Source: an optimization exercise on an open RTL-to-GDS flow (aim: small area). Production flows keep margins and buffers that such runs may drop.
Only simulation tests tie the RTL to the original design; equivalence was not proved.
Power and IR drop assume default switching activity.

==> flow/design.v (excerpt) <==
module twi_engine (
    input  wire       clk,
    input  wire       rst,
    input  wire       cmd_valid,
    input  wire [7:0] cmd_data,
    output wire       cmd_ready,
    output wire       rsp_valid,
    output reg  [7:0] rsp_data,
    input  wire       rsp_ready,
    output reg        scl_oe,
    output reg        sda_oe,
    input  wire       sda_i
);
Size in the first run: about 710 cells after synthesis, ~5400 µm² of cells after synthesis.
Settings: LEC_CHECK=0, ABC_AREA=1, CAP_MARGIN=20, CORE_MARGIN=2, CORE_UTILIZATION=40, CTS_BUF_LIST=sky130_fd_sc_hd__clkbuf_8, PLACE_DENSITY=0.6, SLEW_MARGIN=20; clock period 10.0 ns.
run.sh (not shown) runs the stock make flow with config.mk's settings and CLKGATE_MAP_FILE= SYNTH_SCRIPT=/design/flow/synth_recipe.tcl, a recipe that flattens the netlist after the stock synthesis.
Change:
--- a/flow/design.v
+++ b/flow/design.v
@@ -35,24 +35,20 @@
     localparam [3:0] F_RD   = 4'b1001;    
     localparam [3:0] F_W0   = 4'b1010;    
     localparam [3:0] F_WR   = 4'b1011;    
     localparam [3:0] F_SLAW = 4'b1100;    
     localparam [3:0] F_SLAR = 4'b1101;    
     localparam [2:0] C_OPC   = 3'b100;
     localparam [2:0] C_ARG   = 3'b101;
     localparam [2:0] C_ISSUE = 3'b000;
     localparam [2:0] C_WAIT  = 3'b001;
     localparam [2:0] C_RSP   = 3'b010;
-    localparam [1:0] PH_IDLE = 2'd0;
-    localparam [1:0] PH_ADDR = 2'd1;
-    localparam [1:0] PH_MT   = 2'd2;
-    localparam [1:0] PH_MR   = 2'd3;
     localparam [2:0] B_IDLE  = 3'd0;
     localparam [2:0] B_START = 3'd1;
     localparam [2:0] B_FRAME = 3'd2;
     localparam [2:0] B_STOP  = 3'd3;
     localparam [2:0] B_DIV   = 3'd4;
     function [15:0] radd;    
         input [15:0] a;
         input [15:0] b;
         input        cin;
         integer i;
@@ -87,21 +83,22 @@
             for (i = 0; i < 16; i = i + 1)
                 g = k[i] ? (a[i] & g) : (a[i] | g);
             rge = g;
         end
     endfunction
     reg [2:0]  cstate;
     reg [3:0]  opc;
     reg [1:0]  argi;
     reg [3:0]  fph;       
     reg        round;     
-    reg [1:0]  ph;
+    reg        topen;     
+    reg        taddr;     
     reg        flag;      
     reg [7:0]  a1;
     reg [23:0] dq;
     reg [2:0]  bst;
     reg [4:0]  hc;        
     reg [9:0]  khz;       
     reg [12:0] acc;       
     reg [2:0]  cyc;       
     reg [1:0]  sync;
     reg        ack;
@@ -267,21 +264,21 @@
         if (cstate == C_ARG && cmd_valid) begin
             if (argi == 2'd0) a1 <= cmd_data;
             if (!argi[1])     dq[23:16] <= cmd_data;
             if (argi == 2'd2) dq[15:8]  <= cmd_data;
             if (argi == 2'd3) dq[7:0]   <= cmd_data;
         end
     end
     always @(posedge clk) begin
         if (rst) begin
             cstate <= C_OPC;
-            ph     <= PH_IDLE;
+            topen  <= 1'b0;
         end else begin
             case (cstate)
                 C_OPC: begin
                     if (cmd_valid) begin
                         if (cmd_code == O_START || cmd_code == O_STOP)
                             cstate <= C_ISSUE;
                         else
                             cstate <= C_ARG;
                     end
                 end
@@ -289,32 +286,29 @@
                     if (cmd_valid && argi == last_arg)
                         cstate <= C_ISSUE;
                 end
                 C_ISSUE: begin
                     if (mk_end)
                         cstate <= C_OPC;
                     else if (mk_emit)
                         cstate <= C_RSP;
                     else if (bidle) begin
                         if (mk_stop)
-                            ph <= PH_IDLE;    
+                            topen <= 1'b0;    
                         else
                             cstate <= C_WAIT;
                     end
                 end
                 C_WAIT: begin
                     if (bidle) begin
                         if (mk_start)
-                            ph <= PH_ADDR;
-                        else if (flag && mk_frame && !reading)
-                            ph <= (fph == F_SLAR || (mk_wd && a1[0]))
-                                  ? PH_MR : PH_MT;
+                            topen <= 1'b1;
                         cstate <= C_ISSUE;
                     end
                 end
                 default: begin  
                     if (rsp_ready)
                         cstate <= C_ISSUE;
                 end
             endcase
         end
     end
@@ -328,26 +322,27 @@
             end
             C_ARG: begin
                 if (cmd_valid) argi <= argi_inc;
             end
             C_ISSUE: begin
                 if (!mk_end && !mk_emit && bidle) begin
                     if (mk_stop) begin
                         fph <= nph;
                         if (f_two) round <= 1'b1;
                     end else begin
-                        flag <= mk_start ? (ph != PH_IDLE) : (ph == PH_ADDR);
+                        flag <= mk_start ? topen : taddr;
                     end
                 end
             end
             C_WAIT: begin
                 if (bidle) begin
+                    taddr <= mk_start;
                     if (mk_wd) argi <= argi_dec;
                     fph <= nph;
                 end
             end
             C_RSP: begin
                 if (rsp_ready) fph <= nph;
             end
             default: ;
         endcase
     end
Fmax shrinks by about 3.5%; count of clock-buffer cells in the layout is unchanged; total power shrinks by about 5.3%; sequential share of layout area grows by 0.55 points; setup slack loses 0.22 ns; clock power shrinks by 14%.

what the ideal ports hide:
The results above use ideal ports. As a check the final layouts listed here were re-extracted and re-timed, cells and wires unchanged. Step 1: set_driving_cell puts a clkbuf_16 on clk and a buf_2 on each other input, an assumption about the parent block. Step 2 also shifts input and output timing later by t, the mid clock arrival at the registers, as if the neighbouring blocks saw the same clock. Slacks: ideal / step 1 / step 2; pairs: ideal / step 1.
| run | shift t [ns] | slack for setup (ns) | worst hold slack (ns) | clock arrival spread, ns | worst register clock-pin slew, ns |
|---|---|---|---|---|---|
| the first run | 0.411 | 4.082 / 4.046 / 4.086 | 0.338 / 0.338 / 0.338 | 0.013 / 0.013 | 0.10 / 0.10 |
| the second run | 0.412 | 3.864 / 3.864 / 3.864 | 0.333 / 0.333 / 0.333 | 0.010 / 0.010 | 0.09 / 0.09 |
After both steps every run listed still meets setup and hold.
